This is an optimization exercise on Yosys and OpenROAD, whose aim is small area, a short achievable clock period and few clock cycles, not a production implementation. RTL that was checked went through simulation tests only; none was proved equivalent to the original. No functional check of the RTL was part of run 1. Power and IR drop assume default switching activity.

--- config.mk ---
export PLATFORM = sky130hd
export DESIGN_NAME = lep_crc16
export DESIGN_NICKNAME = lep_crc16
export VERILOG_FILES = /design/flow/design.v
export SDC_FILE = /design/flow/constraint.sdc
export NUM_CORES = 4
export LEC_CHECK = 0
export CAP_MARGIN = 20
export CORE_MARGIN = 2
export CORE_UTILIZATION = 40
export PLACE_DENSITY = 0.6
export SETUP_SLACK_MARGIN = 3.0
export SLEW_MARGIN = 20
--- constraint.sdc ---
create_clock -name core_clock -period 8.0 [get_ports {clk}]
set_input_delay 1.6000 -clock core_clock [delete_from_list [all_inputs] [get_ports {clk}]]
set_output_delay 1.6000 -clock core_clock [all_outputs]
set_load 0.01 [all_outputs]
--- design.v ---
module lep_crc16 (
    input  wire        clk,
    input  wire        rst,
    input  wire        host_req,
    input  wire        host_we,
    input  wire [11:0] host_addr,
    input  wire [31:0] host_wdata,
    output wire [31:0] host_rdata,
    output wire        host_ready,
    output wire        mem_re,
    output wire        mem_we,
    output wire [9:0]  mem_addr,
    output reg  [3:0]  mem_be,
    output wire [31:0] mem_wdata,
    input  wire [31:0] mem_rdata
);
    localparam [9:0] R_CMD        = 10'h000;
    localparam [9:0] R_STATUS     = 10'h001;
    localparam [9:0] R_CTRL       = 10'h002;
    localparam [9:0] R_SRC_ADDR   = 10'h003;
    localparam [9:0] R_SRC_LEN    = 10'h004;
    localparam [9:0] R_DST_ADDR   = 10'h005;
    localparam [9:0] R_DST_CAP    = 10'h006;
    localparam [9:0] R_OUT_LEN    = 10'h007;
    localparam [9:0] R_CRC_CFG    = 10'h008;
    localparam [9:0] R_CRC_STATE  = 10'h009;
    localparam [9:0] R_CRC_RESULT = 10'h00A;
    localparam [2:0] OP_NOP     = 3'd0;
    localparam [2:0] OP_INIT    = 3'd1;
    localparam [2:0] OP_UPDATE  = 3'd2;
    localparam [2:0] OP_BYTE    = 3'd3;
    localparam [2:0] OP_COMPUTE = 3'd4;
    localparam [2:0] OP_STORE   = 3'd5;
    localparam [2:0] OP_VERIFY  = 3'd6;
    localparam [2:0] OP_DNP3    = 3'd7;
    localparam [3:0] E_OK        = 4'd0;
    localparam [3:0] E_INV_ARG   = 4'd2;
    localparam [3:0] E_BUF_SMALL = 4'd4;
    localparam [3:0] E_NOT_SUPP  = 4'd5;
    localparam [3:0] E_CHECKSUM  = 4'd8;
    localparam [3:0] E_OOB       = 4'd10;
    localparam [1:0] S_IDLE = 2'd0;
    localparam [1:0] S_EXEC = 2'd1;
    localparam [1:0] S_RUN  = 2'd2;
    function [15:0] s8_0(input [15:0] x);
        begin
            s8_0[0] = ^{x[0], x[1], x[2], x[3], x[4], x[5], x[6], x[7], x[8]};
            s8_0[1] = x[9];
            s8_0[2] = x[10];
            s8_0[3] = x[11];
            s8_0[4] = x[12];
            s8_0[5] = x[13];
            s8_0[6] = ^{x[0], x[14]};
            s8_0[7] = ^{x[0], x[1], x[15]};
            s8_0[8] = ^{x[1], x[2]};
            s8_0[9] = ^{x[2], x[3]};
            s8_0[10] = ^{x[3], x[4]};
            s8_0[11] = ^{x[4], x[5]};
            s8_0[12] = ^{x[5], x[6]};
            s8_0[13] = ^{x[6], x[7]};
            s8_0[14] = ^{x[0], x[1], x[2], x[3], x[4], x[5], x[6]};
            s8_0[15] = ^{x[0], x[1], x[2], x[3], x[4], x[5], x[6], x[7]};
        end
    endfunction
    function [15:0] s16_0(input [15:0] x);
        begin
            s16_0[0] = ^{x[0], x[1], x[3], x[4], x[5], x[6], x[7], x[8], x[9], x[10], x[11], x[12], x[13], x[14], x[15]};
            s16_0[1] = ^{x[2], x[3]};
            s16_0[2] = ^{x[3], x[4]};
            s16_0[3] = ^{x[4], x[5]};
            s16_0[4] = ^{x[5], x[6]};
            s16_0[5] = ^{x[6], x[7]};
            s16_0[6] = ^{x[7], x[8]};
            s16_0[7] = ^{x[8], x[9]};
            s16_0[8] = ^{x[9], x[10]};
            s16_0[9] = ^{x[10], x[11]};
            s16_0[10] = ^{x[11], x[12]};
            s16_0[11] = ^{x[12], x[13]};
            s16_0[12] = ^{x[0], x[13], x[14]};
            s16_0[13] = ^{x[1], x[14], x[15]};
            s16_0[14] = ^{x[1], x[2], x[3], x[4], x[5], x[6], x[7], x[8], x[9], x[10], x[11], x[12], x[13], x[14]};
            s16_0[15] = ^{x[0], x[2], x[3], x[4], x[5], x[6], x[7], x[8], x[9], x[10], x[11], x[12], x[13], x[14], x[15]};
        end
    endfunction
    function [15:0] s8_1(input [15:0] x);
        begin
            s8_1[0] = ^{x[0], x[4], x[8]};
            s8_1[1] = ^{x[1], x[5], x[9]};
            s8_1[2] = ^{x[2], x[6], x[10]};
            s8_1[3] = ^{x[0], x[3], x[7], x[11]};
            s8_1[4] = ^{x[1], x[12]};
            s8_1[5] = ^{x[2], x[13]};
            s8_1[6] = ^{x[3], x[14]};
            s8_1[7] = ^{x[0], x[4], x[15]};
            s8_1[8] = ^{x[0], x[1], x[5]};
            s8_1[9] = ^{x[1], x[2], x[6]};
            s8_1[10] = ^{x[2], x[3], x[7]};
            s8_1[11] = x[3];
            s8_1[12] = ^{x[0], x[4]};
            s8_1[13] = ^{x[1], x[5]};
            s8_1[14] = ^{x[2], x[6]};
            s8_1[15] = ^{x[3], x[7]};
        end
    endfunction
    function [15:0] s16_1(input [15:0] x);
        begin
            s16_1[0] = ^{x[4], x[5], x[8], x[12]};
            s16_1[1] = ^{x[5], x[6], x[9], x[13]};
            s16_1[2] = ^{x[6], x[7], x[10], x[14]};
            s16_1[3] = ^{x[0], x[7], x[8], x[11], x[15]};
            s16_1[4] = ^{x[0], x[1], x[4], x[5], x[9]};
            s16_1[5] = ^{x[1], x[2], x[5], x[6], x[10]};
            s16_1[6] = ^{x[0], x[2], x[3], x[6], x[7], x[11]};
            s16_1[7] = ^{x[0], x[1], x[3], x[4], x[7], x[8], x[12]};
            s16_1[8] = ^{x[0], x[1], x[2], x[4], x[5], x[8], x[9], x[13]};
            s16_1[9] = ^{x[1], x[2], x[3], x[5], x[6], x[9], x[10], x[14]};
            s16_1[10] = ^{x[2], x[3], x[4], x[6], x[7], x[10], x[11], x[15]};
            s16_1[11] = ^{x[0], x[3], x[7], x[11]};
            s16_1[12] = ^{x[0], x[1], x[4], x[8], x[12]};
            s16_1[13] = ^{x[1], x[2], x[5], x[9], x[13]};
            s16_1[14] = ^{x[2], x[3], x[6], x[10], x[14]};
            s16_1[15] = ^{x[3], x[4], x[7], x[11], x[15]};
        end
    endfunction
    function [15:0] s8_2(input [15:0] x);
        begin
            s8_2[0] = ^{x[3], x[4], x[5], x[8]};
            s8_2[1] = ^{x[0], x[4], x[5], x[6], x[9]};
            s8_2[2] = ^{x[0], x[1], x[5], x[6], x[7], x[10]};
            s8_2[3] = ^{x[0], x[1], x[2], x[3], x[4], x[5], x[6], x[7], x[11]};
            s8_2[4] = ^{x[0], x[1], x[2], x[6], x[7], x[12]};
            s8_2[5] = ^{x[1], x[2], x[4], x[5], x[7], x[13]};
            s8_2[6] = ^{x[0], x[2], x[4], x[6], x[14]};
            s8_2[7] = ^{x[1], x[3], x[5], x[7], x[15]};
            s8_2[8] = ^{x[2], x[3], x[5], x[6]};
            s8_2[9] = ^{x[0], x[3], x[4], x[6], x[7]};
            s8_2[10] = ^{x[0], x[1], x[3], x[7]};
            s8_2[11] = ^{x[1], x[2], x[3], x[5]};
            s8_2[12] = ^{x[0], x[2], x[3], x[4], x[6]};
            s8_2[13] = ^{x[0], x[1], x[3], x[4], x[5], x[7]};
            s8_2[14] = ^{x[1], x[2], x[3], x[6]};
            s8_2[15] = ^{x[2], x[3], x[4], x[7]};
        end
    endfunction
    function [15:0] s16_2(input [15:0] x);
        begin
            s16_2[0] = ^{x[1], x[5], x[6], x[7], x[11], x[12], x[13]};
            s16_2[1] = ^{x[0], x[2], x[6], x[7], x[8], x[12], x[13], x[14]};
            s16_2[2] = ^{x[0], x[1], x[3], x[7], x[8], x[9], x[13], x[14], x[15]};
            s16_2[3] = ^{x[0], x[2], x[4], x[5], x[6], x[7], x[8], x[9], x[10], x[11], x[12], x[13], x[14], x[15]};
            s16_2[4] = ^{x[3], x[8], x[9], x[10], x[14], x[15]};
            s16_2[5] = ^{x[1], x[4], x[5], x[6], x[7], x[9], x[10], x[12], x[13], x[15]};
            s16_2[6] = ^{x[0], x[1], x[2], x[8], x[10], x[12], x[14]};
            s16_2[7] = ^{x[1], x[2], x[3], x[9], x[11], x[13], x[15]};
            s16_2[8] = ^{x[0], x[1], x[2], x[3], x[4], x[5], x[6], x[7], x[10], x[11], x[13], x[14]};
            s16_2[9] = ^{x[0], x[1], x[2], x[3], x[4], x[5], x[6], x[7], x[8], x[11], x[12], x[14], x[15]};
            s16_2[10] = ^{x[2], x[3], x[4], x[8], x[9], x[11], x[15]};
            s16_2[11] = ^{x[0], x[1], x[3], x[4], x[6], x[7], x[9], x[10], x[11], x[13]};
            s16_2[12] = ^{x[1], x[2], x[4], x[5], x[7], x[8], x[10], x[11], x[12], x[14]};
            s16_2[13] = ^{x[0], x[2], x[3], x[5], x[6], x[8], x[9], x[11], x[12], x[13], x[15]};
            s16_2[14] = ^{x[3], x[4], x[5], x[9], x[10], x[11], x[14]};
            s16_2[15] = ^{x[0], x[4], x[5], x[6], x[10], x[11], x[12], x[15]};
        end
    endfunction
    localparam [15:0] RES_0 = 16'h0000;
    localparam [15:0] RES_1 = 16'hF0B8;
    localparam [15:0] RES_2 = 16'h66C5;
    function [15:0] crc_init(input [1:0] v);
        crc_init = v[1] ? 16'h0000 : 16'hFFFF;
    endfunction
    function [15:0] crc_xorout(input [1:0] v);
        crc_xorout = (v == 2'd0) ? 16'h0000 : 16'hFFFF;
    endfunction
    reg [3:0]  status_err;
    reg [1:0]  ctrl;
    reg [31:0] src_addr, src_len, dst_addr, dst_cap;
    reg [12:0] out_len;
    reg [1:0]  crc_var;
    reg [15:0] crc_c;
    wire [15:0] crc_result = crc_c ^ crc_xorout(crc_var);
    reg [1:0]  state;
    reg [2:0]  op;         
    reg [1:0]  evar;       
    reg        xbad;       
    reg [15:0] w_crc;      
    reg [31:0] win;        
    reg [2:0]  kw;         
    reg        wlast;      
    reg        wbfin;      
    reg        wv;         
    reg        half;       
    reg [23:0] prev;       
    reg        rv1;        
    reg        primed;     
    reg [12:0] remf;       
    reg [1:0]  blk;        
    reg [9:0]  rd_ptr;     
    reg [9:0]  wa;         
    reg [1:0]  pp;         
    reg [1:0]  st;         
    reg [23:0] ow;         
    reg        crcph;      
    reg        crcfin;     
    reg        flush;      
    reg        vph;        
    wire [9:0] reg_idx   = host_addr[11:2];
    wire       idle      = (state == S_IDLE);
    wire       cmd_write = host_req && host_we && (reg_idx == R_CMD);
    reg [31:0] rd_lo;
    always @(*) begin
        case (host_addr[5:2])
            4'd1:    rd_lo = {28'd0, status_err};
            4'd2:    rd_lo = {30'd0, ctrl};
            4'd3:    rd_lo = src_addr;
            4'd4:    rd_lo = src_len;
            4'd5:    rd_lo = dst_addr;
            4'd6:    rd_lo = dst_cap;
            4'd7:    rd_lo = {19'd0, out_len};
            4'd8:    rd_lo = {30'd0, crc_var};
            4'd9:    rd_lo = {16'd0, crc_c};
            4'd10:   rd_lo = {16'd0, crc_result};
            default: rd_lo = 32'd0;
        endcase
    end
    assign host_rdata = rd_lo & {32{host_addr[11:6] == 6'd0}};
    wire [2:0] d_op     = host_wdata[2:0];
    wire       d_known  = (host_wdata[7:3] == 5'd0);
    wire       d_hasvar = (d_op == OP_INIT) || (d_op == OP_COMPUTE) || (d_op == OP_VERIFY);
    wire       d_badbit = (host_wdata[31:24] != 8'd0) || (host_wdata[15:10] != 6'd0) ||
                          ((d_op != OP_BYTE) && (host_wdata[23:16] != 8'd0)) ||
                          (!d_hasvar && (host_wdata[9:8] != 2'd0));
    wire       d_badvar = d_hasvar && (host_wdata[9:8] == 2'd3);
    wire        src_hz  = (src_addr[31:13] == 19'd0) && (src_len[31:13] == 19'd0);
    wire        dst_hz  = (dst_addr[31:13] == 19'd0) && (dst_cap[31:13] == 19'd0);
    wire [13:0] ssum    = {1'b0, src_addr[12:0]} + {1'b0, src_len[12:0]};
    wire [13:0] dsum    = {1'b0, dst_addr[12:0]} + {1'b0, dst_cap[12:0]};
    wire        src_ok  = src_hz && (ssum <= 14'd4096);
    wire        src2_ok = src_hz && (ssum <= 14'd4094);
    wire        dst_ok  = dst_hz && (dsum <= 14'd4096);
    wire        cap_lt2 = (dst_cap[31:1] == 31'd0);
    wire        empty   = (src_len == 32'd0);
    wire [12:0] dnp_m    = src_len[12:0] + {3'd0, src_len[12:4], 1'b0} +
                           {11'd0, (src_len[3:0] != 4'd0), 1'b0};
    wire        dnp_fits = (dnp_m <= dst_cap[12:0]);
    wire [3:0] d_err = !d_known ? E_NOT_SUPP : (d_badbit || d_badvar) ? E_INV_ARG : E_OK;
    reg f_src_ok, f_src2_ok, f_dst_ok, f_cap_lt2, f_empty, f_fits;
    always @(posedge clk) begin
        f_src_ok  <= src_ok;
        f_src2_ok <= src2_ok;
        f_dst_ok  <= dst_ok;
        f_cap_lt2 <= cap_lt2;
        f_empty   <= empty;
        f_fits    <= dnp_fits;
    end
    wire is_upd  = (op == OP_UPDATE);
    wire is_cmp  = (op == OP_COMPUTE);
    wire is_byte = (op == OP_BYTE);
    wire is_sto  = (op == OP_STORE);
    wire is_ver  = (op == OP_VERIFY);
    wire is_dnp  = (op == OP_DNP3);
    wire is_strm = is_upd || is_cmp || is_ver || is_dnp;
    wire exec   = (state == S_EXEC);
    reg [3:0] rerr;
    always @(*) begin
        rerr = E_OK;
        case (op)
            OP_UPDATE, OP_COMPUTE: if (!f_src_ok) rerr = E_OOB;
            OP_VERIFY:             if (!f_src2_ok) rerr = E_OOB;
            OP_STORE:              if (!f_dst_ok) rerr = E_OOB;
                                   else if (f_cap_lt2) rerr = E_BUF_SMALL;
            OP_DNP3:               if (!f_src_ok || !f_dst_ok) rerr = E_OOB;
                                   else if (!f_fits) rerr = E_BUF_SMALL;
            default: ;
        endcase
    end
    wire xdone = xbad || (rerr != E_OK) || (op == OP_NOP) || (op == OP_INIT) ||
                 ((is_upd || is_cmp || is_dnp) && f_empty);
    wire active = (exec && !xdone) || (state == S_RUN);
    wire [1:0] lo = src_addr[1:0];
    wire k4   = (kw == 3'd4);
    wire k2   = (kw == 3'd2) || ((kw == 3'd3) && !half);
    wire hsel = half;
    wire [15:0] x0  = w_crc ^ win[15:0];
    wire [15:0] y0  = s16_0(x0);
    wire [15:0] y1  = s16_1(x0);
    wire [15:0] y2  = s16_2(x0);
    wire [15:0] z0  = s16_0(y0 ^ win[31:16]);
    wire [15:0] z1  = s16_1(y1 ^ win[31:16]);
    wire [15:0] z2  = s16_2(y2 ^ win[31:16]);
    wire [15:0] x1  = w_crc ^ {8'd0, (hsel ? win[23:16] : win[7:0])};
    wire [15:0] u0  = s8_0(x1);
    wire [15:0] u1  = s8_1(x1);
    wire [15:0] u2  = s8_2(x1);
    wire k1  = !k4 && !k2;
    wire sv0 = (evar == 2'd0);
    wire sv1 = (evar == 2'd1);
    wire sv2 = evar[1];
    wire [15:0] eng = ({16{sv0 && k4}} & z0) | ({16{sv0 && k2}} & y0) | ({16{sv0 && k1}} & u0) |
                      ({16{sv1 && k4}} & z1) | ({16{sv1 && k2}} & y1) | ({16{sv1 && k1}} & u1) |
                      ({16{sv2 && k4}} & z2) | ({16{sv2 && k2}} & y2) | ({16{sv2 && k1}} & u2);
    wire [15:0] res = evar[1] ? RES_2 : (evar[0] ? RES_1 : RES_0);
    wire cons_en  = active && wv && !crcph && !flush && !vph;
    wire consumed = cons_en && !((kw == 3'd3) && !half);
    wire fm_go    = rv1 && active && is_strm && (remf != 13'd0);
    wire formed   = fm_go && (primed || (lo == 2'd0));
    reg  [31:0] fun;
    always @(*) begin
        case (lo)
            2'd0: fun = mem_rdata;
            2'd1: fun = {mem_rdata[7:0],  prev[23:0]};
            2'd2: fun = {mem_rdata[15:0], prev[23:8]};
            default: fun = {mem_rdata[23:0], prev[23:16]};
        endcase
    end
    wire        item_now = active && ((consumed && is_dnp) || crcph);
    wire [2:0]  ki       = crcph ? 3'd2 : kw;
    wire [15:0] crcval   = ~w_crc;
    wire [31:0] item     = crcph ? {16'd0, crcval} : win;
    reg  [31:0] rot;
    always @(*) begin
        case (pp)
            2'd0: rot = item;
            2'd1: rot = {item[23:0], item[31:24]};
            2'd2: rot = {item[15:0], item[31:16]};
            default: rot = {item[7:0], item[31:8]};
        endcase
    end
    wire [3:0]  psum     = {2'b00, pp} + {1'b0, ki};
    wire        complete = (psum >= 4'd4);
    wire [31:0] merged   = {rot[31:24],
                            (pp <= 2'd2) ? rot[23:16] : ow[23:16],
                            (pp <= 2'd1) ? rot[15:8]  : ow[15:8],
                            (pp == 2'd0) ? rot[7:0]   : ow[7:0]};
    wire        wr_now   = (item_now && complete) || (active && flush);
    wire        fin_item = active && crcph && (is_sto || crcfin);
    wire wv_next    = formed || (wv && !consumed);
    wire crcph_next = consumed && is_dnp && wbfin;
    wire rd_now     = idle || (active && is_strm && !wr_now && !(wv_next && crcph_next));
    assign mem_re    = rd_now;
    assign mem_we    = wr_now;
    assign mem_addr  = idle ? src_addr[11:2] : (wr_now ? wa : rd_ptr);
    assign mem_wdata = merged;
    always @(*) begin
        mem_be[0] = (st == 2'd0) && (!flush || (pp != 2'd0));
        mem_be[1] = (st <= 2'd1) && (!flush || (pp >= 2'd2));
        mem_be[2] = (st <= 2'd2) && (!flush || (pp == 2'd3));
        mem_be[3] = !flush;
    end
    wire done_exec = exec && (xdone || is_byte || (is_sto && complete && (psum[1:0] == 2'd0)));
    wire done_run  = (state == S_RUN) &&
                     ((consumed && wlast && (is_upd || is_cmp)) || vph || flush ||
                      (fin_item && (psum[1:0] == 2'd0)));
    wire done      = done_exec || done_run;
    assign host_ready = (idle && !cmd_write) || done;
    always @(posedge clk) begin
        rv1 <= rd_now;
        if (rv1) prev <= mem_rdata[31:8];
        if (rst) begin
            state      <= S_IDLE;
            status_err <= E_OK;
            ctrl       <= 2'b11;
            src_addr   <= 32'd0;
            src_len    <= 32'd0;
            dst_addr   <= 32'd0;
            dst_cap    <= 32'd0;
            out_len    <= 13'd0;
            crc_var    <= 2'd0;
            crc_c      <= 16'hFFFF;
        end else if (idle) begin
            if (host_req && host_we) begin
                case (reg_idx)
                    R_CTRL:      ctrl     <= host_wdata[1:0];
                    R_SRC_ADDR:  src_addr <= host_wdata;
                    R_SRC_LEN:   src_len  <= host_wdata;
                    R_DST_ADDR:  dst_addr <= host_wdata;
                    R_DST_CAP:   dst_cap  <= host_wdata;
                    R_CRC_CFG:   if (host_wdata[1:0] != 2'd3) crc_var <= host_wdata[1:0];
                    R_CRC_STATE: crc_c    <= host_wdata[15:0];
                    default: ;
                endcase
            end
            if (cmd_write) begin
                state      <= S_EXEC;
                status_err <= d_err;
                if ((d_err == E_OK) && (d_op == OP_INIT)) begin
                    crc_var <= host_wdata[9:8];
                    crc_c   <= crc_init(host_wdata[9:8]);
                end
            end
            op     <= d_op;
            evar   <= ((d_op == OP_UPDATE) || (d_op == OP_BYTE)) ? crc_var :
                      (d_op == OP_DNP3) ? 2'd2 : host_wdata[9:8];
            xbad   <= (d_err != E_OK);
            w_crc  <= ((d_op == OP_COMPUTE) || (d_op == OP_VERIFY)) ? crc_init(host_wdata[9:8]) :
                      (d_op == OP_DNP3) ? 16'h0000 : (d_op == OP_STORE) ? ~crc_result : crc_c;
            win[7:0] <= host_wdata[23:16];
            kw     <= 3'd1;
            wlast  <= 1'b1;
            half   <= 1'b0;
            wv     <= (d_op == OP_BYTE);
            primed <= 1'b0;
            remf   <= src_len[12:0] + ((d_op == OP_VERIFY) ? 13'd2 : 13'd0);
            blk    <= 2'd0;
            rd_ptr <= src_addr[11:2] + 10'd1;
            wa     <= dst_addr[11:2];
            pp     <= dst_addr[1:0];
            st     <= dst_addr[1:0];
            crcph  <= (d_op == OP_STORE);
            crcfin <= 1'b0;
            flush  <= 1'b0;
            vph    <= 1'b0;
        end else begin
            if (exec && !xbad) begin
                if (rerr != E_OK) status_err <= rerr;
                else if (f_empty) begin
                    if (is_cmp) begin
                        crc_var <= evar;
                        crc_c   <= crc_init(evar);
                    end
                    if (is_dnp) out_len <= 13'd0;
                end
            end
            if (rd_now) rd_ptr <= rd_ptr + 10'd1;
            if (fm_go && !primed && (lo != 2'd0)) primed <= 1'b1;
            if (formed) begin
                win   <= fun;
                kw    <= (remf >= 13'd4) ? 3'd4 : remf[2:0];
                wlast <= (remf <= 13'd4);
                wbfin <= (blk == 2'd3) || (remf <= 13'd4);
                blk   <= blk + 2'd1;
                remf  <= (remf <= 13'd4) ? 13'd0 : remf - 13'd4;
            end
            wv <= wv_next;
            if (cons_en) half <= (kw == 3'd3) && !half;
            if (cons_en || crcph) w_crc <= eng & {16{cons_en}};
            if (consumed) begin
                if (wlast && (is_upd || is_cmp || is_byte)) begin
                    crc_c      <= eng;
                    crc_var    <= evar;
                end
                if (wlast && is_ver) vph <= 1'b1;
                if (crcph_next) begin
                    crcph  <= 1'b1;
                    crcfin <= wlast;
                end
            end
            if (item_now) begin
                pp <= psum[1:0];
                if (complete) begin
                    st <= 2'd0;
                    wa <= wa + 10'd1;
                    ow <= rot[23:0];
                end else begin
                    ow <= merged[23:0];
                end
            end
            if (crcph) begin
                crcph <= 1'b0;
                if (fin_item && (psum[1:0] != 2'd0)) flush <= 1'b1;
            end
            if ((fin_item && (psum[1:0] == 2'd0)) || flush)
                out_len <= is_dnp ? dnp_m : 13'd2;
            if (vph) status_err <= (w_crc == res) ? E_OK : E_CHECKSUM;
            if (exec && !xdone && !done_exec) state <= S_RUN;
            if (done) state <= S_IDLE;
        end
    end
endmodule
--- run.sh ---
#!/bin/bash
# synth_recipe.tcl (not shown) runs the flow's synth.tcl, then flattens the netlist and writes it again
# the make line also repeats each setting of config.mk as NAME=value (left out here)
make -C /OpenROAD-flow-scripts/flow DESIGN_CONFIG=/design/flow/config.mk WORK_HOME=/design/flow/orfs CLKGATE_MAP_FILE= SYNTH_SCRIPT=/design/flow/synth_recipe.tcl finish
==> reports/qor.yml, run 1 <==
status:
  run_status: "no timing/DRC/antenna violations"
critical_path:
  crit_path_frequent_cell: "sky130_fd_sc_hd__buf_6"
  critical_path.cell_chain: "buf_6 -> or4_4 -> nor3_4 -> buf_6 -> nand3_4 -> buf_6 -> buf_12 -> buf_16 -> a31oi_4 -> buf_6"
  critPathMaxFanout: 5
  startpoint_type: "input port"
  timing.critical_path.arrival_ns: 3.43
  critical_path_required_ns: 6.40
  worst-setup-path-type: "in2out"
  endpoint_kind: "output pin"
  crit_slowest_cell: "sky130_fd_sc_hd__or4_4"
  critical_path.max_stage_delay_ns: 0.53
grt:
  first_global_vias: 21900
  global_route_wire_length_before_repair_um: 144000
  groute.usage.overall_pct: 30.2
  grt_max_degree: 86
  global_route.overflow_total: 0
  antenna_violations_before_repair: 1
synthesis:
  synth_top_family_by_area: "XOR/XNOR gates"
  synth.ff_latch_count: 327
  synth_xor_xnor_area_share_pct: 19.2
  fraction_of_the_mapped_netlist_area_in_compound_gates_pct: 18.7
  synthMuxAreaShare_pct: 4.85
  async_flop_share_pct: 0
  synth_most_common_cell: "sky130_fd_sc_hd__nand2_1"
  netlist.top_cell.by_area: "sky130_fd_sc_hd__edfxtp_1"
  synth_area_leaders: "sky130_fd_sc_hd__edfxtp_1 19%, sky130_fd_sc_hd__dfxtp_1 14%, sky130_fd_sc_hd__xnor2_1 11%"
  synth_common_cells: "465 x sky130_fd_sc_hd__nand2_1, 298 x sky130_fd_sc_hd__a21oi_1, 294 x sky130_fd_sc_hd__xnor2_1"
  synth_cell_types: 79
  synth_fp_nets: 3000
  synth_simple_gate_area_share_pct: 16.5
  proportion_of_synthesized_chip_area_in_sequential_cells_pct: 33.1
  mappedNetlistArea_um2: 24400
  post_synth_fa_ha_maj_area_fraction_pct: 3.74
  synth_edf_count: 153
  yosysTopAreaCellShare_pct: 18.8
  ys_dominant_reg_cell: "sky130_fd_sc_hd__dfxtp_1"
  yosysWarnings: 1
  postSynthAreaPerCell_um2: 8.57
  synthCells: 2850
die:
  floorplan.rows: 90
  floorplan.io_pins: 161
  design.die.area_um2: 63100
  effective_utilization_at_floorplan_pct: 40.5
  die_height_um: 251
  die_width_um: 251
  fp.coreArea_um2: 60400
pwr:
  internal_power_mw: 4.60
  total_power_draw_mw: 7.55
  power_frac_clock_pct: 26.1
  vdd.ir_drop.worst_mv: 0.312
  pwr-share-seq_pct: 24.2
  pwr_density_cell_nw_per_um2: 259
  power.share.switching_pct: 39.1
  switching_power_mw: 2.95
  power.share.combinational_pct: 49.7
  power_leakage_nw: 10.4
placed_design:
  routabilityCongestion: 0.976
  dpl.hpwl_um: 70000
  port_buffers: 158
  placed_cells: 3646
clocking:
  clock_tree.buffer_depth: 3
  cts_inserted_buffers: 41
  clock_sink_count: 327
  tritoncts_clock_tree: "built"
  cts.reportedPaths.clkPinSlew_ns: 0.06
  worstSkewPairLatency_ns: 0.59
  clock_tree.htree_level_count: 2
  cts-root-buf: "sky130_fd_sc_hd__clkbuf_16"
sta:
  worst_pin_slew_ns: 1.02
  setup_repair_after_global_routing_missed_its_margin: "yes"
  maxClockFrequency_mhz: 199
  final.min_clock_period_ns: 5.03
  timing.slew.headroom_pct: 32.0
  skew_ns: 0.0494
  timing.final.max_slew_violations: 0
  report.final.hold_viol_count: 0
  final_min_period_over_clock_period_pct: 62.9
  fin_setup_tns_ns: 0
  finalSetupViolations: 0
drt:
  vias: 22800
  antenna_nets_post_route: 0
  routed_wire_length_um: 97000
  remaining_drc_errors: 0
  drt_iter0_drc: 2357
  drt_first_pass_iters: 6
  post_drt_wl_per_cell_um: 25.6
  route.detailed.vias_per_inst: 6.03
final_layout:
  drive_gt1_share_pct: 12.7
  final_cells: 3781
  syn_to_final_growth_pct: 19.0
  fillerInstances: 5725
  fin_nets: 3116
  n_diodes: 0
job:
  maxCapViolCount: 0
worst_hold_path:
  worst_hold_path_type: "reg2reg"
==> placed cells by master (no fill, tap or decap), types with 32 or more instances in the layout <==
cell / netlist / final
sky130_fd_sc_hd__nand2_1: 465 / 464
sky130_fd_sc_hd__a22oi_1: 73 / 72
sky130_fd_sc_hd__xor2_1: 113 / 113
sky130_fd_sc_hd__nand3_1: 49 / 46
sky130_fd_sc_hd__ha_1: 65 / 65
sky130_fd_sc_hd__mux4_2: 34 / 34
sky130_fd_sc_hd__nor4_1: 34 / 34
sky130_fd_sc_hd__o21ai_0: 136 / 129
sky130_fd_sc_hd__xnor2_1: 294 / 291
sky130_fd_sc_hd__nor2_1: 204 / 192
sky130_fd_sc_hd__mux2i_1: 33 / 32
sky130_fd_sc_hd__clkbuf_16: 0 / 43
sky130_fd_sc_hd__buf_4: 0 / 76
sky130_fd_sc_hd__clkdlybuf4s50_1: 0 / 104
sky130_fd_sc_hd__inv_1: 65 / 62
sky130_fd_sc_hd__dfxtp_1: 174 / 170
sky130_fd_sc_hd__edfxtp_1: 153 / 153
sky130_fd_sc_hd__a21oi_1: 298 / 283
sky130_fd_sc_hd__a211oi_1: 38 / 37
sky130_fd_sc_hd__o22ai_1: 37 / 37
==> worst max-delay path, delay by kind of cell <==
family	cells	cell delay (ns)
AO/OA/AOI/OAI	1	0.19
buffers and inverters	6	0.79
AND/OR/NAND/NOR	3	0.83
==> power by group through the flow <==
stage	clock network, mW	registers [mW]	logic, mW
after global routing	2.05	1.82	3.98
after global placement	0	1.85	3.69
after CTS	1.99	1.82	3.71
final	1.97	1.82	3.75
after detailed placement	0	1.86	3.64
after floorplan	0	1.83	2.79
==> sequential cells by signal, indices dropped and copies added (netlist names), 16 cells and up <==
| register | cells |
|---|---|
| dst_addr | 32 |
| ow | 24 |
| w_crc | 16 |
| win | 32 |
| src_addr | 32 |
| prev | 24 |
| src_len | 32 |
| crc_c | 16 |
| dst_cap | 32 |
==> metal layers <==
| metal | up-vias | share of wire, % | GRT usage, % |
|---|---|---|---|
| met2 | 1044 | 47 | 50.2 |
| met4 | 2 | 4.8 | 13.3 |
| met5 | - | 0.013 | 0 |
| met1 | 11100 | 41 | 39.6 |
| li1 | 10400 | - | - |
| met3 | 228 | 7.2 | 3.70 |
==> repair_timing <==
action                                  4_1_cts  5_1_grt
gates resized for setup                     274       72
setup buffers                                40       10
endpoints found under the setup margin       65       67
hold buffers                                  0        0
gates cloned                                  8        1
pin swaps                                    18       14
==> metrics by stage <==
stage	area, um2	utilization (%)	hold WS [ns]	setup WS, ns
final	29100	48.2	0.472	2.97
after global routing	29100	48.2	0.491	2.89
after CTS	28900	47.9	0.472	2.90
after detailed placement	26700	44.2	0.464	1.47
after global placement	26700	44.2	0.456	1.47
after floorplan	24400	-	0.444	3.07
==> cells by family (layout without fill, tap and decap cells) <==
logic type	after synthesis	count (layout)
buffers and inverters	254	401
AND/OR/NAND/NOR	920	920
multiplexers	75	75
adder cells (fa/ha/maj)	70	70
XOR/XNOR	461	461
flip-flops	327	327
AO/OA/AOI/OAI	743	745
==> worst paths after layout <==
kind                              from                        end  slack [ns]  cells after the start
max reg2reg         w_crc[8]$_DFFE_PP_        w_crc[15]$_DFFE_PP_        3.08                     11
max                      host_addr[11]             host_rdata[11]        2.97                     10
min reg2reg  dst_addr[23]$_SDFFE_PP0P_  dst_addr[23]$_SDFFE_PP0P_        0.47                      2
min          dst_addr[23]$_SDFFE_PP0P_  dst_addr[23]$_SDFFE_PP0P_        0.47                      2
==> cell type report <==
cell class,instances,area (um2),share of cell area [%]
Multi-Input combinational cell,2271,16000,55.0
Sequential cell,327,8080,27.8
Timing Repair Buffer,257,2350,8.09
Clock buffer,51,1130,3.87
Tap cell,782,978,3.36
Clock inverter,25,292,1.00
Inverter,67,255,0.877
Timing Repair inverter,1,7.51,0.0258
==> run 2, diff against run 1 <==
--- a/design.v
+++ b/design.v
@@ -40,7 +40,4 @@
     localparam [3:0] E_CHECKSUM  = 4'd8;
     localparam [3:0] E_OOB       = 4'd10;
-    localparam [1:0] S_IDLE = 2'd0;
-    localparam [1:0] S_EXEC = 2'd1;
-    localparam [1:0] S_RUN  = 2'd2;
     function [15:0] s8_0(input [15:0] x);
         begin
@@ -179,6 +176,8 @@
     reg [15:0] crc_c;
     wire [15:0] crc_result = crc_c ^ crc_xorout(crc_var);
-    reg [1:0]  state;
-    reg [2:0]  op;         
+    reg        s_idle;     
+    reg        s_exec;     
+    reg        s_run;      
+    reg        o_nop, o_init, o_upd, o_byte, o_cmp, o_sto, o_ver, o_dnp, o_strm;
     reg [1:0]  evar;       
     reg        xbad;       
@@ -205,5 +204,5 @@
     reg        vph;        
     wire [9:0] reg_idx   = host_addr[11:2];
-    wire       idle      = (state == S_IDLE);
+    wire       idle      = s_idle;
     wire       cmd_write = host_req && host_we && (reg_idx == R_CMD);
     reg [31:0] rd_lo;
@@ -253,28 +252,15 @@
         f_fits    <= dnp_fits;
     end
-    wire is_upd  = (op == OP_UPDATE);
-    wire is_cmp  = (op == OP_COMPUTE);
-    wire is_byte = (op == OP_BYTE);
-    wire is_sto  = (op == OP_STORE);
-    wire is_ver  = (op == OP_VERIFY);
-    wire is_dnp  = (op == OP_DNP3);
-    wire is_strm = is_upd || is_cmp || is_ver || is_dnp;
-    wire exec   = (state == S_EXEC);
+    wire exec = s_exec;
     reg [3:0] rerr;
     always @(*) begin
         rerr = E_OK;
-        case (op)
-            OP_UPDATE, OP_COMPUTE: if (!f_src_ok) rerr = E_OOB;
-            OP_VERIFY:             if (!f_src2_ok) rerr = E_OOB;
-            OP_STORE:              if (!f_dst_ok) rerr = E_OOB;
-                                   else if (f_cap_lt2) rerr = E_BUF_SMALL;
-            OP_DNP3:               if (!f_src_ok || !f_dst_ok) rerr = E_OOB;
-                                   else if (!f_fits) rerr = E_BUF_SMALL;
-            default: ;
-        endcase
+        if ((o_upd || o_cmp) && !f_src_ok) rerr = E_OOB;
+        if (o_ver && !f_src2_ok) rerr = E_OOB;
+        if (o_sto) rerr = !f_dst_ok ? E_OOB : f_cap_lt2 ? E_BUF_SMALL : E_OK;
+        if (o_dnp) rerr = (!f_src_ok || !f_dst_ok) ? E_OOB : !f_fits ? E_BUF_SMALL : E_OK;
     end
-    wire xdone = xbad || (rerr != E_OK) || (op == OP_NOP) || (op == OP_INIT) ||
-                 ((is_upd || is_cmp || is_dnp) && f_empty);
-    wire active = (exec && !xdone) || (state == S_RUN);
+    wire xdone = xbad || (rerr != E_OK) || o_nop || o_init || o_byte ||
+                 ((o_upd || o_cmp || o_dnp) && f_empty);
     wire [1:0] lo = src_addr[1:0];
     wire k4   = (kw == 3'd4);
@@ -300,8 +286,7 @@
                       ({16{sv2 && k4}} & z2) | ({16{sv2 && k2}} & y2) | ({16{sv2 && k1}} & u2);
     wire [15:0] res = evar[1] ? RES_2 : (evar[0] ? RES_1 : RES_0);
-    wire cons_en  = active && wv && !crcph && !flush && !vph;
+    wire cons_en  = wv && !crcph && !flush && !vph && (s_run || (s_exec && !xbad));
     wire consumed = cons_en && !((kw == 3'd3) && !half);
-    wire fm_go    = rv1 && active && is_strm && (remf != 13'd0);
-    wire formed   = fm_go && (primed || (lo == 2'd0));
+    wire formed   = rv1 && o_strm && !s_idle && (remf != 13'd0) && (primed || (lo == 2'd0));
     reg  [31:0] fun;
     always @(*) begin
@@ -313,8 +298,8 @@
         endcase
     end
-    wire        item_now = active && ((consumed && is_dnp) || crcph);
+    wire        dcons    = consumed && o_dnp;
+    wire        item_now = dcons || crcph;
     wire [2:0]  ki       = crcph ? 3'd2 : kw;
-    wire [15:0] crcval   = ~w_crc;
-    wire [31:0] item     = crcph ? {16'd0, crcval} : win;
+    wire [31:0] item     = crcph ? {16'd0, ~w_crc} : win;
     reg  [31:0] rot;
     always @(*) begin
@@ -327,17 +312,17 @@
     end
     wire [3:0]  psum     = {2'b00, pp} + {1'b0, ki};
-    wire        complete = (psum >= 4'd4);
+    wire        wcomp    = ({2'b00, pp} + {1'b0, kw}) >= 4'd4;
+    wire        complete = crcph ? pp[1] : wcomp;
     wire [31:0] merged   = {rot[31:24],
                             (pp <= 2'd2) ? rot[23:16] : ow[23:16],
                             (pp <= 2'd1) ? rot[15:8]  : ow[15:8],
                             (pp == 2'd0) ? rot[7:0]   : ow[7:0]};
-    wire        wr_now   = (item_now && complete) || (active && flush);
-    wire        fin_item = active && crcph && (is_sto || crcfin);
-    wire wv_next    = formed || (wv && !consumed);
-    wire crcph_next = consumed && is_dnp && wbfin;
-    wire rd_now     = idle || (active && is_strm && !wr_now && !(wv_next && crcph_next));
+    wire        wr_now   = (crcph && pp[1]) || (dcons && wcomp) || flush;
+    wire        fin_item = crcph && crcfin;
+    wire stall  = o_dnp && wbfin && consumed && formed;
+    wire rd_now = !wr_now && !stall;
     assign mem_re    = rd_now;
     assign mem_we    = wr_now;
-    assign mem_addr  = idle ? src_addr[11:2] : (wr_now ? wa : rd_ptr);
+    assign mem_addr  = wr_now ? wa : rd_ptr;
     assign mem_wdata = merged;
     always @(*) begin
@@ -347,15 +332,24 @@
         mem_be[3] = !flush;
     end
-    wire done_exec = exec && (xdone || is_byte || (is_sto && complete && (psum[1:0] == 2'd0)));
-    wire done_run  = (state == S_RUN) &&
-                     ((consumed && wlast && (is_upd || is_cmp)) || vph || flush ||
-                      (fin_item && (psum[1:0] == 2'd0)));
+    wire done_exec = s_exec && xdone;
+    wire done_run  = s_run &&
+                     ((consumed && wlast && (o_upd || o_cmp)) || vph || flush ||
+                      (fin_item && (pp == 2'd2)));
     wire done      = done_exec || done_run;
-    assign host_ready = (idle && !cmd_write) || done;
+    assign host_ready = (s_idle && !cmd_write) || done;
+    wire src_wr = s_idle && host_req && host_we && (reg_idx == R_SRC_ADDR);
     always @(posedge clk) begin
         rv1 <= rd_now;
         if (rv1) prev <= mem_rdata[31:8];
+        if (s_idle)
+            rd_ptr <= cmd_write ? rd_ptr + 10'd1 : src_wr ? host_wdata[11:2] : src_addr[11:2];
+        else if (done)
+            rd_ptr <= src_addr[11:2];
+        else if (rd_now)
+            rd_ptr <= rd_ptr + 10'd1;
         if (rst) begin
-            state      <= S_IDLE;
+            s_idle     <= 1'b1;
+            s_exec     <= 1'b0;
+            s_run      <= 1'b0;
             status_err <= E_OK;
             ctrl       <= 2'b11;
@@ -367,5 +361,7 @@
             crc_var    <= 2'd0;
             crc_c      <= 16'hFFFF;
-        end else if (idle) begin
+            crcph      <= 1'b0;
+            flush      <= 1'b0;
+        end else if (s_idle) begin
             if (host_req && host_we) begin
                 case (reg_idx)
@@ -381,5 +377,6 @@
             end
             if (cmd_write) begin
-                state      <= S_EXEC;
+                s_idle     <= 1'b0;
+                s_exec     <= 1'b1;
                 status_err <= d_err;
                 if ((d_err == E_OK) && (d_op == OP_INIT)) begin
@@ -388,5 +385,14 @@
                 end
             end
-            op     <= d_op;
+            o_nop  <= (d_op == OP_NOP);
+            o_init <= (d_op == OP_INIT);
+            o_upd  <= (d_op == OP_UPDATE);
+            o_byte <= (d_op == OP_BYTE);
+            o_cmp  <= (d_op == OP_COMPUTE);
+            o_sto  <= (d_op == OP_STORE);
+            o_ver  <= (d_op == OP_VERIFY);
+            o_dnp  <= (d_op == OP_DNP3);
+            o_strm <= (d_op == OP_UPDATE) || (d_op == OP_COMPUTE) || (d_op == OP_VERIFY) ||
+                      (d_op == OP_DNP3);
             evar   <= ((d_op == OP_UPDATE) || (d_op == OP_BYTE)) ? crc_var :
                       (d_op == OP_DNP3) ? 2'd2 : host_wdata[9:8];
@@ -402,25 +408,27 @@
             remf   <= src_len[12:0] + ((d_op == OP_VERIFY) ? 13'd2 : 13'd0);
             blk    <= 2'd0;
-            rd_ptr <= src_addr[11:2] + 10'd1;
             wa     <= dst_addr[11:2];
             pp     <= dst_addr[1:0];
             st     <= dst_addr[1:0];
-            crcph  <= (d_op == OP_STORE);
+            crcph  <= 1'b0;
             crcfin <= 1'b0;
             flush  <= 1'b0;
             vph    <= 1'b0;
         end else begin
-            if (exec && !xbad) begin
+            if (s_exec && !xbad) begin
                 if (rerr != E_OK) status_err <= rerr;
                 else if (f_empty) begin
-                    if (is_cmp) begin
+                    if (o_cmp) begin
                         crc_var <= evar;
                         crc_c   <= crc_init(evar);
                     end
-                    if (is_dnp) out_len <= 13'd0;
+                    if (o_dnp) out_len <= 13'd0;
                 end
             end
-            if (rd_now) rd_ptr <= rd_ptr + 10'd1;
-            if (fm_go && !primed && (lo != 2'd0)) primed <= 1'b1;
+            if (s_exec && o_sto && !xdone) begin
+                crcph  <= 1'b1;
+                crcfin <= 1'b1;
+            end
+            if (rv1 && o_strm && !primed && (lo != 2'd0)) primed <= 1'b1;
             if (formed) begin
                 win   <= fun;
@@ -431,14 +439,14 @@
                 remf  <= (remf <= 13'd4) ? 13'd0 : remf - 13'd4;
             end
-            wv <= wv_next;
+            wv <= formed || (wv && !consumed);
             if (cons_en) half <= (kw == 3'd3) && !half;
             if (cons_en || crcph) w_crc <= eng & {16{cons_en}};
             if (consumed) begin
-                if (wlast && (is_upd || is_cmp || is_byte)) begin
+                if (wlast && (o_upd || o_cmp || o_byte)) begin
                     crc_c      <= eng;
                     crc_var    <= evar;
                 end
-                if (wlast && is_ver) vph <= 1'b1;
-                if (crcph_next) begin
+                if (wlast && o_ver) vph <= 1'b1;
+                if (o_dnp && wbfin) begin
                     crcph  <= 1'b1;
                     crcfin <= wlast;
@@ -457,11 +465,19 @@
             if (crcph) begin
                 crcph <= 1'b0;
-                if (fin_item && (psum[1:0] != 2'd0)) flush <= 1'b1;
+                if (fin_item && (pp != 2'd2)) flush <= 1'b1;
             end
-            if ((fin_item && (psum[1:0] == 2'd0)) || flush)
-                out_len <= is_dnp ? dnp_m : 13'd2;
+            if (flush) flush <= 1'b0;
+            if ((fin_item && (pp == 2'd2)) || flush)
+                out_len <= o_dnp ? dnp_m : 13'd2;
             if (vph) status_err <= (w_crc == res) ? E_OK : E_CHECKSUM;
-            if (exec && !xdone && !done_exec) state <= S_RUN;
-            if (done) state <= S_IDLE;
+            if (s_exec && !xdone) begin
+                s_exec <= 1'b0;
+                s_run  <= 1'b1;
+            end
+            if (done) begin
+                s_idle <= 1'b1;
+                s_exec <= 1'b0;
+                s_run  <= 1'b0;
+            end
         end
     end
==> run 2 against run 1 <==
Compared with the run above: area after synthesis about the same; register-to-register slack about the same; final area down 1.6%; first-iteration DRC count up 20%; synthesized cell count down 3.2%; critical endpoint is now host_rdata[25]; largest cell class unchanged; non-clock buffer count down 29; count of clock-buffer cells in the layout down 3; die area about the same; hold slack about the same; setup slack better by 0.018 ns; via count down 1.3%.
==> reports/qor.yml, run 2 <==
status:
  run_status: "no timing/DRC/antenna violations"
sta:
  timing.slew.headroom_pct: 21.3  # -11 points
  maxClockFrequency_mhz: 200  # +0.37%
  timing.final.max_slew_violations: 0  # unchanged
  final_min_period_over_clock_period_pct: 62.6  # -0.23 points
  worst_pin_slew_ns: 1.18  # +0.157 ns
  finalSetupViolations: 0  # unchanged
  final.min_clock_period_ns: 5.01  # -0.0184 ns
  skew_ns: 0.0192  # -0.0301 ns
  timing.final.ws_setup_ns: 2.99  # +0.0184 ns
  fin_setup_tns_ns: 0  # unchanged
  report.final.hold_viol_count: 0  # unchanged
  setup_repair_after_global_routing_missed_its_margin: "yes"
die:
  floorplan.rows: 90  # unchanged
  die_height_um: 251  # about the same
  die_width_um: 251  # about the same
  floorplan.io_pins: 161  # unchanged
  design.die.area_um2: 63100  # about the same
  effective_utilization_at_floorplan_pct: 40.5  # about the same
  fp.coreArea_um2: 60400  # unchanged
clocking:
  cts-root-buf: "sky130_fd_sc_hd__clkbuf_16"
  clock_tree.htree_level_count: 2  # unchanged
  tritoncts_clock_tree: "built"
  cts.reportedPaths.clkPinSlew_ns: 0.06  # about the same
  cts_inserted_buffers: 41  # unchanged
  clock_sink_count: 334  # +2.1%
  clock_tree.buffer_depth: 3  # unchanged
  worstSkewPairLatency_ns: 0.58  # about the same
grt:
  groute.usage.overall_pct: 29.9  # -0.33 points
  global_route_wire_length_before_repair_um: 142000  # -1.8%
  global_route.overflow_total: 0  # unchanged
  grtUsageMet2_pct: 45.9  # -4.3 points
  met3_usage_pct: 5.28  # +1.6 points
  global_route.usage.met1_pct: 43.0  # +3.4 points
  grt.busiest_layer: "met2"
  antenna_violations_before_repair: 5  # +4
  first_global_vias: 21100  # -3.6%
  grt_max_degree: 94  # +9.3%
synthesis:
  synth_simple_gate_area_share_pct: 15.5  # -1.1 points
  synth_edf_count: 157  # +2.6%
  post_synth_fa_ha_maj_area_fraction_pct: 3.65  # -0.084 points
  yosysTopAreaCellShare_pct: 19.3  # +0.48 points
  synth_area_leaders: "sky130_fd_sc_hd__edfxtp_1 19%, sky130_fd_sc_hd__dfxtp_1 14%, sky130_fd_sc_hd__xnor2_1 9.4%"
  synthMuxAreaShare_pct: 5.25  # +0.40 points
  synth_xor_xnor_area_share_pct: 19.7  # +0.59 points
  synth.ff_latch_count: 334  # +2.1%
  mappedNetlistArea_um2: 24500  # about the same
  synthCells: 2760  # -3.2%
  synth_fp_nets: 2909  # -3.0%
  synth_common_cells: "469 x sky130_fd_sc_hd__nand2_1, 292 x sky130_fd_sc_hd__a21oi_1, 263 x sky130_fd_sc_hd__xnor2_1"
  postSynthAreaPerCell_um2: 8.86  # +3.3%
  synth_top_family_by_area: "XOR/XNOR gates"
  ys_dominant_reg_cell: "sky130_fd_sc_hd__dfxtp_1"
  netlist.top_cell.by_area: "sky130_fd_sc_hd__edfxtp_1"
  synth_cell_types: 79  # unchanged
  async_flop_share_pct: 0  # unchanged
  yosysWarnings: 1  # unchanged
  synth_most_common_cell: "sky130_fd_sc_hd__nand2_1"
  fraction_of_the_mapped_netlist_area_in_compound_gates_pct: 18.3  # -0.42 points
  proportion_of_synthesized_chip_area_in_sequential_cells_pct: 33.8  # +0.72 points
critical_path:
  critical_path_required_ns: 6.40  # about the same
  timing.critical_path.arrival_ns: 3.41  # -0.02 ns
  reg2reg_slack_ns: 3.08  # about the same
  crit_slowest_cell: "sky130_fd_sc_hd__clkdlybuf4s50_1"
  critical_path.max_stage_delay_ns: 0.40  # -0.13 ns
  worstReg2RegStart: "win[4]$_DFFE_PP_"
  critical_path_stages: 8  # -2
  critical_path.cell_chain: "clkdlybuf4s50_1 -> nor4_1 -> nand2_1 -> a21oi_2 -> nand2_1 -> buf_12 -> a21oi_1 -> dlygate4sd2_1"
  timing.critical_path.buf_inv: 3  # -3
  worst-setup-path-type: "in2out"
  endpoint_kind: "output pin"
  crit_path_frequent_cell: "sky130_fd_sc_hd__nand2_1"
  critPathMaxFanout: 32  # +27
  timing.critical_path.max_delay_family: "buffers and inverters"
  startpoint_type: "input port"
  worstSetupStartpoint: "host_addr[10]"
  worst_r2r_path_depth: 11  # unchanged
drt:
  remaining_drc_errors: 0  # unchanged
  antenna_nets_post_route: 0  # unchanged
  vias: 22500  # -1.3%
  route.detailed.vias_per_inst: 6.12  # +1.5%
  routed_wire_length_um: 96200  # -0.84%
  drt_iter0_drc: 2832  # +20%
  drt_first_pass_iters: 8  # +2
  post_drt_wl_per_cell_um: 26.2  # +2.0%
final_layout:
  commonest_cells_after_routing_fill_and_taps_aside: "467 x sky130_fd_sc_hd__nand2_1, 283 x sky130_fd_sc_hd__a21oi_1, 261 x sky130_fd_sc_hd__xnor2_1, 173 x sky130_fd_sc_hd__dfxtp_1, 163 x sky130_fd_sc_hd__nor2_1"
  layout_commonest_cell: "sky130_fd_sc_hd__nand2_1"
  syn_to_final_growth_pct: 17.0
  fin_nets: 3010  # -3.4%
  drive_gt1_share_pct: 11.8  # -0.85 points
placed_design:
  dpl.hpwl_um: 72400  # +3.4%
  post-place-ws_ns: 1.58  # +0.101 ns
  routabilityCongestion: 0.999  # +2.4%
  port_buffers: 158  # unchanged
worst_hold_path:
  timing.hold.worst.start: "dst_addr[28]$_SDFFE_PP0P_"
  worst_hold_path_type: "reg2reg"
  worst_hold_path_cells: 2  # unchanged
pwr:
  power_leakage_nw: 10.2  # -1.5%
  vdd.ir_drop.worst_mv: 0.325  # +4.2%
  total_power_draw_mw: 8.07  # +6.9%
  pwr_density_cell_nw_per_um2: 282  # +8.7%
job:
  maxCapViolCount: 0  # unchanged
==> run 2: cell count changes after synthesis, sizes merged, moves of 7 or more <==
cell    delta
nor2      -32
o21ai     -31
clkbuf    -28
xnor2     -18
mux2      +17
inv       -14
a21boi    -13
o22ai     +10
and3       -7
mux2i      -7
o21a       +7
xor2       +7
==> run 2: final cells by class <==
class                      count  area, um2
fill                        5722      31700
multi-input combinational   2200      15700
sequential                   334       8260
timing repair buffer         228       2050
clock buffer                  48       1110
tap                          782        978
clock inverter                26        299
inverter                      55        220
timing repair inverter         1       5.00
antenna                        2       5.00
==> run 2: report_power, final <==
part | internal (mW) | switching, mW | total [mW]
registers | 1.81 | 0.0458 | 1.86
clock network | 1.14 | 0.825 | 1.97
logic | 1.87 | 2.38 | 4.25
==> run 2: final timing paths <==
path,endpoint
hold reg to reg,dst_addr[28]$_SDFFE_PP0P_
hold / removal,dst_addr[28]$_SDFFE_PP0P_
setup / recovery,host_rdata[25]
setup reg to reg,w_crc[13]$_DFFE_PP_
==> run 2: through the flow <==
stage               instance area (um2)  hold WS, ns  instances  util (%)
floorplan                         24500        0.432       2760         -
CTS                               28500        0.475       3669      47.3
finish                            28600        0.472       3676      47.4
detailed placement                26700        0.465       3582      44.3
global route                      28600        0.490       3675      47.4
global placement                  26700        0.452       3581      44.3
==> run 2: metal layers <==
layer | routed length [um] | part of all wire (%) | up-vias
li1 | - | - | 10100
met1 | 42300 | 44 | 11100
met2 | 42400 | 44 | 1117
met3 | 8600 | 8.9 | 171
met4 | 2890 | 3.0 | 8
met5 | 47 | 0.049 | -
==> run 2: logic make-up after synthesis <==
kind of cell,after synthesis
simple gates,872
compound gates,723
xor+xnor,452
flops,334
buf+inv,226
mux,84
fa+ha+maj,69
==> run 2: repair_timing <==
action / CTS / global route
buffers inserted: 12 / 5
pin swaps: 8 / 6
resized for setup: 121 / 79
endpoints found under the setup margin: 90 / 54
cloned: 1 / 0
hold buffers: 0 / 0
==> run 2: worst min-delay path, stage by stage (launching register included) <==
cell and delay, ns:
sky130_fd_sc_hd__dfxtp_1 0.32, sky130_fd_sc_hd__nand2_1 0.05, sky130_fd_sc_hd__a21oi_1 0.05
Testbench counts of run 2, summed over its fixed seeds: cycles 71,064.
==> run 3, diff against run 2 <==
--- a/config.mk
+++ b/config.mk
@@ -6,8 +6,9 @@
 export NUM_CORES = 4
 export LEC_CHECK = 0
+export ABC_CLOCK_PERIOD_IN_PS = 4500
 export CAP_MARGIN = 20
 export CORE_MARGIN = 2
 export CORE_UTILIZATION = 40
 export PLACE_DENSITY = 0.6
-export SETUP_SLACK_MARGIN = 3.0
+export SETUP_SLACK_MARGIN = 3.4
 export SLEW_MARGIN = 20
==> run 3 against run 2 <==
Compared with the run above: still clean on timing, DRC and antenna; non-clock buffer count up 101; clock power down 7%; maximum frequency up 8.1%; final area up 5.4%; total power up 1.1%; hold slack worse by 0.0019 ns; critical path type is now reg2reg; largest cell class unchanged; highest routed layer unchanged.
==> reports/qor.yml, run 3 <==
sta:
  finalSetupViolations: 0  # unchanged
  maxClockFrequency_mhz: 216  # +8.1%
  fin_worst_hold_slack_ns: 0.470  # -0.00193 ns
  report.final.hold_viol_count: 0  # unchanged
  setup_repair_after_global_routing_missed_its_margin: "yes"
  timing.slew.headroom_pct: 23.9  # +2.5 points
  final_min_period_over_clock_period_pct: 58.0  # -4.7 points
  final.min_clock_period_ns: 4.64  # -0.376 ns
  fin_setup_tns_ns: 0  # unchanged
  worst_pin_slew_ns: 1.14  # -0.0380 ns
  skew_ns: 0.0254  # +0.00621 ns
  timing.final.max_slew_violations: 0  # unchanged
critical_path:
  critical_path_required_ns: 8.51  # +2.11 ns
  endpoint_kind: "flip-flop"
  reg2reg_slack_ns: 3.36  # +0.28 ns
  timing.critical_path.arrival_ns: 5.14  # +1.73 ns
  worst-setup-path-type: "reg2reg"
  timing.critical_path.buf_inv: 0  # -3
  timing.critical_path.max_delay_family: "simple AND/OR/NAND/NOR gates"
  startpoint_type: "flip-flop"
  worstReg2RegStart: "src_len[1]$_SDFFE_PP0P_"
  critPathMaxFanout: 7  # -78%
  crit_slowest_cell: "sky130_fd_sc_hd__or4_4"
  crit_path_frequent_cell: "sky130_fd_sc_hd__a21oi_2"
  critical_path.max_stage_delay_ns: 0.54  # +0.14 ns
  r2r-end: "f_fits$_DFF_P_"
  critical_path.cell_chain: "or4_4 -> fa_1 -> ha_2 -> fa_2 -> a21oi_2 -> nor2_1 -> nor2_1 -> o21bai_1 -> a21oi_2 -> o21bai_1 -> a21oi_2 -> nor2b_1 -> o21ai_1 -> xnor2_1 -> ha_1 -> nand4_1 -> or4_1 -> o21ai_0 -> o21a_1"
  worst_r2r_path_depth: 19  # +8
final_layout:
  syn_to_final_growth_pct: 23.3
  layout_commonest_cell: "sky130_fd_sc_hd__nand2_1"
  fin_nets: 3110  # +3.3%
  fillerInstances: 5609  # -2.0%
  final_cells: 3776  # +2.7%
  drive_gt1_share_pct: 16.8  # +5.0 points
  commonest_cells_after_routing_fill_and_taps_aside: "461 x sky130_fd_sc_hd__nand2_1, 277 x sky130_fd_sc_hd__a21oi_1, 244 x sky130_fd_sc_hd__xnor2_1, 168 x sky130_fd_sc_hd__dfxtp_1, 157 x sky130_fd_sc_hd__edfxtp_1"
placed_design:
  port_buffers: 158  # unchanged
  dpl.hpwl_um: 72600  # +0.34%
  placed_cells: 3577  # -0.14%
  routabilityCongestion: 1.00  # +0.54%
synthesis:
  synth_edf_count: 157  # unchanged
  proportion_of_synthesized_chip_area_in_sequential_cells_pct: 33.8  # unchanged
  synth_cell_types: 79  # unchanged
  yosysTopAreaCellShare_pct: 19.3  # unchanged
  synth_area_leaders: "sky130_fd_sc_hd__edfxtp_1 19%, sky130_fd_sc_hd__dfxtp_1 14%, sky130_fd_sc_hd__xnor2_1 9.4%"
  ys_dominant_reg_cell: "sky130_fd_sc_hd__dfxtp_1"
  mappedNetlistArea_um2: 24500  # unchanged
  postSynthAreaPerCell_um2: 8.86  # unchanged
  async_flop_share_pct: 0  # unchanged
  synth_most_common_cell: "sky130_fd_sc_hd__nand2_1"
  synth_fp_nets: 2909  # unchanged
  synth.ff_latch_count: 334  # unchanged
  synth_common_cells: "469 x sky130_fd_sc_hd__nand2_1, 292 x sky130_fd_sc_hd__a21oi_1, 263 x sky130_fd_sc_hd__xnor2_1"
  netlist.top_cell.by_area: "sky130_fd_sc_hd__edfxtp_1"
  yosysWarnings: 1  # unchanged
  synthCells: 2760  # unchanged
grt:
  global_route.overflow_total: 0  # unchanged
  antenna_violations_before_repair: 2  # -3
  first_global_vias: 21800  # +2.9%
  global_route_wire_length_before_repair_um: 146000  # +3.0%
  groute.usage.overall_pct: 30.8  # +0.94 points
  grt_max_degree: 94  # unchanged
die:
  design.die.area_um2: 63100  # unchanged
  die_width_um: 251  # unchanged
  effective_utilization_at_floorplan_pct: 40.5  # unchanged
  die_height_um: 251  # unchanged
  floorplan.rows: 90  # unchanged
  fp.coreArea_um2: 60400  # unchanged
  floorplan.io_pins: 161  # unchanged
drt:
  route.detailed.vias_per_inst: 6.10  # -0.28%
  vias: 23000  # +2.4%
  drt_first_pass_iters: 6  # -2
  drt_iter0_drc: 2611  # -7.8%
  routed_wire_length_um: 100000  # +4.0%
  antenna_nets_post_route: 0  # unchanged
  remaining_drc_errors: 0  # unchanged
  post_drt_wl_per_cell_um: 26.5  # +1.2%
clocking:
  cts.reportedPaths.clkPinSlew_ns: 0.07  # about the same
  clock_sink_count: 334  # unchanged
  cts_inserted_buffers: 40  # -2.4%
  worstSkewPairLatency_ns: 0.58  # about the same
  clock_tree.buffer_depth: 3  # unchanged
  hold_fix_buffer_count_after_cts: 0  # unchanged
  tritoncts_clock_tree: "built"
  clock_tree.htree_level_count: 2  # unchanged
  cts-root-buf: "sky130_fd_sc_hd__clkbuf_16"
worst_hold_path:
  min_to: "src_len[24]$_SDFFE_PP0P_"
  timing.hold.worst.start: "src_len[24]$_SDFFE_PP0P_"
  worst_hold_path_cells: 2  # unchanged
  worst_hold_path_type: "reg2reg"
pwr:
  power_leakage_nw: 11.1  # +8.7%
  vdd.ir_drop.worst_mv: 0.354  # +9.1%
  pwr_density_cell_nw_per_um2: 271  # -4.0%
job:
  maxCapViolCount: 0  # unchanged
status:
  run_status: "no timing/DRC/antenna violations"
-- run 3: cell counts after synthesis --
No cell type changed its count.
-- run 3: power by group --
group	total [mW]	internal, mW	switching (mW)
logic	4.47	1.98	2.50
registers	1.85	1.81	0.0401
clock network	1.83	1.05	0.786
-- run 3: timing repair --
action | in CTS | in global routing
cloned | 8 | 4
pin swaps | 47 | 25
gates resized for setup | 335 | 67
setup endpoints to repair | 107 | 69
setup buffers | 80 | 32
-- run 3: layout make-up --
cell class	instances	area (um2)	area share, %
Multi-Input combinational cell	2200	16200	53.7
Tap cell	782	978	3.24
Inverter	55	238	0.788
Timing Repair Buffer	329	3190	10.6
Antenna cell	1	2.50	0.00830
Sequential cell	334	8270	27.4
Clock buffer	57	1170	3.87
Timing Repair inverter	1	5.00	0.0166
Clock inverter	17	118	0.390
-- run 3: worst reg2reg max path, delay by kind of cell (launching register included) --
kind | cells | cell delay, ns
AO/OA/AOI/OAI | 8 | 1.23
flip-flops | 1 | 0.40
AND/OR/NAND/NOR | 6 | 1.40
XOR/XNOR | 1 | 0.12
adder cells (fa/ha/maj) | 4 | 1.40
-- run 3: kinds of logic after synthesis --
| group | synth area share, % |
|---|---|
| AO/OA/AOI/OAI | 18.3 |
| XOR/XNOR | 19.7 |
| adder cells (fa/ha/maj) | 3.65 |
| buffers and inverters | 3.83 |
| flip-flops | 33.8 |
| multiplexers | 5.25 |
| AND/OR/NAND/NOR | 15.5 |
-- run 3: layer usage --
metal	track usage (%)	share of wire, %	up-vias
li1	-	-	10300
met1	44.5	44	11300
met3	4.76	8.7	193
met4	10.3	3.8	2
met5	0	0.018	-
met2	47.0	44	1177
-- run 3: worst max path at each step --
stage	startpoint	to	slack, ns	depth (start not counted)
3_5_place_dp	host_addr[2]	host_rdata[19]	1.60	8
2_1_floorplan	host_addr[2]	host_rdata[10]	3.39	8
3_3_place_gp	host_addr[3]	host_rdata[2]	1.38	6
6_report	src_len[1]$_SDFFE_PP0P_	f_fits$_DFF_P_	3.36	19
5_1_grt	src_len[1]$_SDFFE_PP0P_	f_fits$_DFF_P_	3.17	19
4_1_cts	host_addr[9]	host_rdata[19]	3.32	9
-- run 3: through the flow --
stage	setup WS, ns	utilization, %	instance area (um2)	total power, mW
after global placement	1.38	44.2	26700	6.06
after CTS	3.32	49.0	29600	8.02
after global routing	3.17	50.0	30200	8.49
after floorplan	3.39	-	24500	5.02
final	3.36	50.0	30200	8.16
after detailed placement	1.60	44.2	26700	6.05
==> run 4, diff against run 3 <==
--- a/config.mk
+++ b/config.mk
@@ -6,5 +6,4 @@
 export NUM_CORES = 4
 export LEC_CHECK = 0
-export ABC_CLOCK_PERIOD_IN_PS = 4500
 export CAP_MARGIN = 20
 export CORE_MARGIN = 2
==> run 4 against run 3 <==
Compared with the run above: critical endpoint unchanged; non-clock buffer count is the same; still clean on timing, DRC and antenna; combinational power hardly changed; largest cell class unchanged; cell count stayed put.
==> reports/qor.yml, run 4 <==
grt:
  groute.usage.overall_pct: 30.8  # unchanged
  grt_max_degree: 94  # unchanged
  global_route.overflow_total: 0  # unchanged
critical_path:
  endpoint_kind: "flip-flop"
  worst-setup-path-type: "reg2reg"
  critPathMaxFanout: 7  # unchanged
  worst_r2r_path_depth: 19  # unchanged
placed_design:
  port_buffers: 158  # unchanged
  dpl.hpwl_um: 72600  # unchanged
  routabilityCongestion: 1.00  # unchanged
clocking:
  clock_sink_count: 334  # unchanged
sta:
  skew_ns: 0.0254  # unchanged
  report.final.hold_viol_count: 0  # unchanged
  fin_setup_tns_ns: 0  # unchanged
  maxClockFrequency_mhz: 216  # unchanged
  setup_repair_after_global_routing_missed_its_margin: "yes"
synthesis:
  synthCells: 2760  # unchanged
  netlist.top_cell.by_area: "sky130_fd_sc_hd__edfxtp_1"
  synth_edf_count: 157  # unchanged
  synth_cell_types: 79  # unchanged
die:
  design.die.area_um2: 63100  # unchanged
  fp.coreArea_um2: 60400  # unchanged
  floorplan.rows: 90  # unchanged
  die_height_um: 251  # unchanged
pwr:
  internal_power_mw: 4.84  # unchanged
  switching_power_mw: 3.32  # unchanged
  pwr_density_cell_nw_per_um2: 271  # unchanged
  vdd.ir_drop.worst_mv: 0.354  # unchanged
  power_frac_clock_pct: 22.5  # about the same
  power_leakage_nw: 11.1  # unchanged
drt:
  antenna_nets_post_route: 0  # unchanged
  routed_wire_length_um: 100000  # unchanged
status:
  run_status: "no timing/DRC/antenna violations"
final_layout:
  commonest_cells_after_routing_fill_and_taps_aside: "461 x sky130_fd_sc_hd__nand2_1, 277 x sky130_fd_sc_hd__a21oi_1, 244 x sky130_fd_sc_hd__xnor2_1, 168 x sky130_fd_sc_hd__dfxtp_1, 157 x sky130_fd_sc_hd__edfxtp_1"
==> run 4: cell counts after synthesis <==
Identical to the previous run, type by type.
==> run 4: metal layers <==
layer	GRT usage, %	share of wire [%]	wire length, um	vias to the layer above
met2	47.0	44	43700	1177
met1	44.5	44	43800	11300
met4	10.3	3.8	3750	2
li1	-	-	-	10300
met5	0	0.018	18	-
met3	4.76	8.7	8740	193
==> run 4: cells by family (layout without fill, tap and decap cells) <==
kind of cell / count (synthesis) / in the layout / synth area share, %
flip-flops: 334 / 334 / 33.8
buffers and inverters: 226 / 459 / 3.83
AND/OR/NAND/NOR: 872 / 872 / 15.5
multiplexers: 84 / 84 / 5.25
adder cells (fa/ha/maj): 69 / 69 / 3.65
XOR/XNOR: 452 / 452 / 19.7
other: 0 / 1 / 0
AO/OA/AOI/OAI: 723 / 723 / 18.3
==> run 4: final cells by class <==
class                   instances  area, um2
flip-flops and latches        334       8270
repair buffers                329       3190
diodes                          1       2.50
clock inverters                17        118
inverters                      55        238
fillers                      5609      30200
repair inverters                1       5.00
clock buffers                  57       1170
well taps                     782        978
multi-input cells            2200      16200
==> run 4: power by group through the flow <==
stage               Clock (mW)  Sequential [mW]  Combinational, mW
finish                    1.83             1.85               4.47
floorplan                    0             1.87               3.16
global placement             0             1.89               4.17
CTS                       1.86             1.85               4.31
detailed placement           0             1.89               4.16
global route              1.93             1.85               4.71
==> run 4: worst max-delay path, stage by stage (launching register included) <==
cell,delay (ns)
sky130_fd_sc_hd__dfxtp_4,0.40
sky130_fd_sc_hd__or4_4,0.54
sky130_fd_sc_hd__fa_1,0.40
sky130_fd_sc_hd__ha_2,0.22
sky130_fd_sc_hd__fa_2,0.42
sky130_fd_sc_hd__a21oi_2,0.17
sky130_fd_sc_hd__nor2_1,0.07
sky130_fd_sc_hd__nor2_1,0.14
sky130_fd_sc_hd__o21bai_1,0.11
sky130_fd_sc_hd__a21oi_2,0.18
sky130_fd_sc_hd__o21bai_1,0.10
sky130_fd_sc_hd__a21oi_2,0.19
sky130_fd_sc_hd__nor2b_1,0.07
sky130_fd_sc_hd__o21ai_1,0.18
sky130_fd_sc_hd__xnor2_1,0.12
sky130_fd_sc_hd__ha_1,0.36
sky130_fd_sc_hd__nand4_1,0.09
sky130_fd_sc_hd__or4_1,0.49
sky130_fd_sc_hd__o21ai_0,0.09
sky130_fd_sc_hd__o21a_1,0.21
==> run 4: path summary, 6_finish.rpt <==
kind	start	to
setup / recovery	src_len[1]$_SDFFE_PP0P_	f_fits$_DFF_P_
hold reg to reg	src_len[24]$_SDFFE_PP0P_	src_len[24]$_SDFFE_PP0P_
hold / removal	src_len[24]$_SDFFE_PP0P_	src_len[24]$_SDFFE_PP0P_
setup reg to reg	src_len[1]$_SDFFE_PP0P_	f_fits$_DFF_P_
==> run 4: metrics by stage <==
step / cells / area (um2) / total power [mW] / utilization, % / setup slack [ns]
6_report: 3776 / 30200 / 8.16 / 50.0 / 3.36
5_1_grt: 3776 / 30200 / 8.49 / 50.0 / 3.17
4_1_cts: 3739 / 29600 / 8.02 / 49.0 / 3.32
3_5_place_dp: 3577 / 26700 / 6.05 / 44.2 / 1.60
3_3_place_gp: 3577 / 26700 / 6.06 / 44.2 / 1.38
2_1_floorplan: 2760 / 24500 / 5.02 / - / 3.39
==> run 4: repair_timing <==
item,in CTS,in global routing
pin swaps,47,25
endpoints found under the hold margin,0,0
setup endpoints to repair,107,69
buffers inserted,80,32
gates cloned,8,4
gates resized for setup,335,67

-- static timing again, ports no longer ideal --
In the flow no input, the clock included, has a driving cell. The finished layouts below were timed again as built, in two steps. Step 1, drivers: a clkbuf_16 drives clk and a buf_2 each remaining input, both assumed. Step 2 also shifts input and output timing later by t, the mid clock arrival at the registers, as if the neighbouring blocks saw the same clock. Three values: no drivers, after step 1, after step 2; two values: the first two.
run	t, ns	setup WS [ns]
run 1	0.634	2.970 / 2.939 / 2.634
run 2	0.643	2.988 / 2.968 / 2.661
run 3	0.637	3.364 / 3.256 / 3.006
run 4	0.637	3.364 / 3.256 / 3.006
After both steps setup and hold are still met in every run listed.
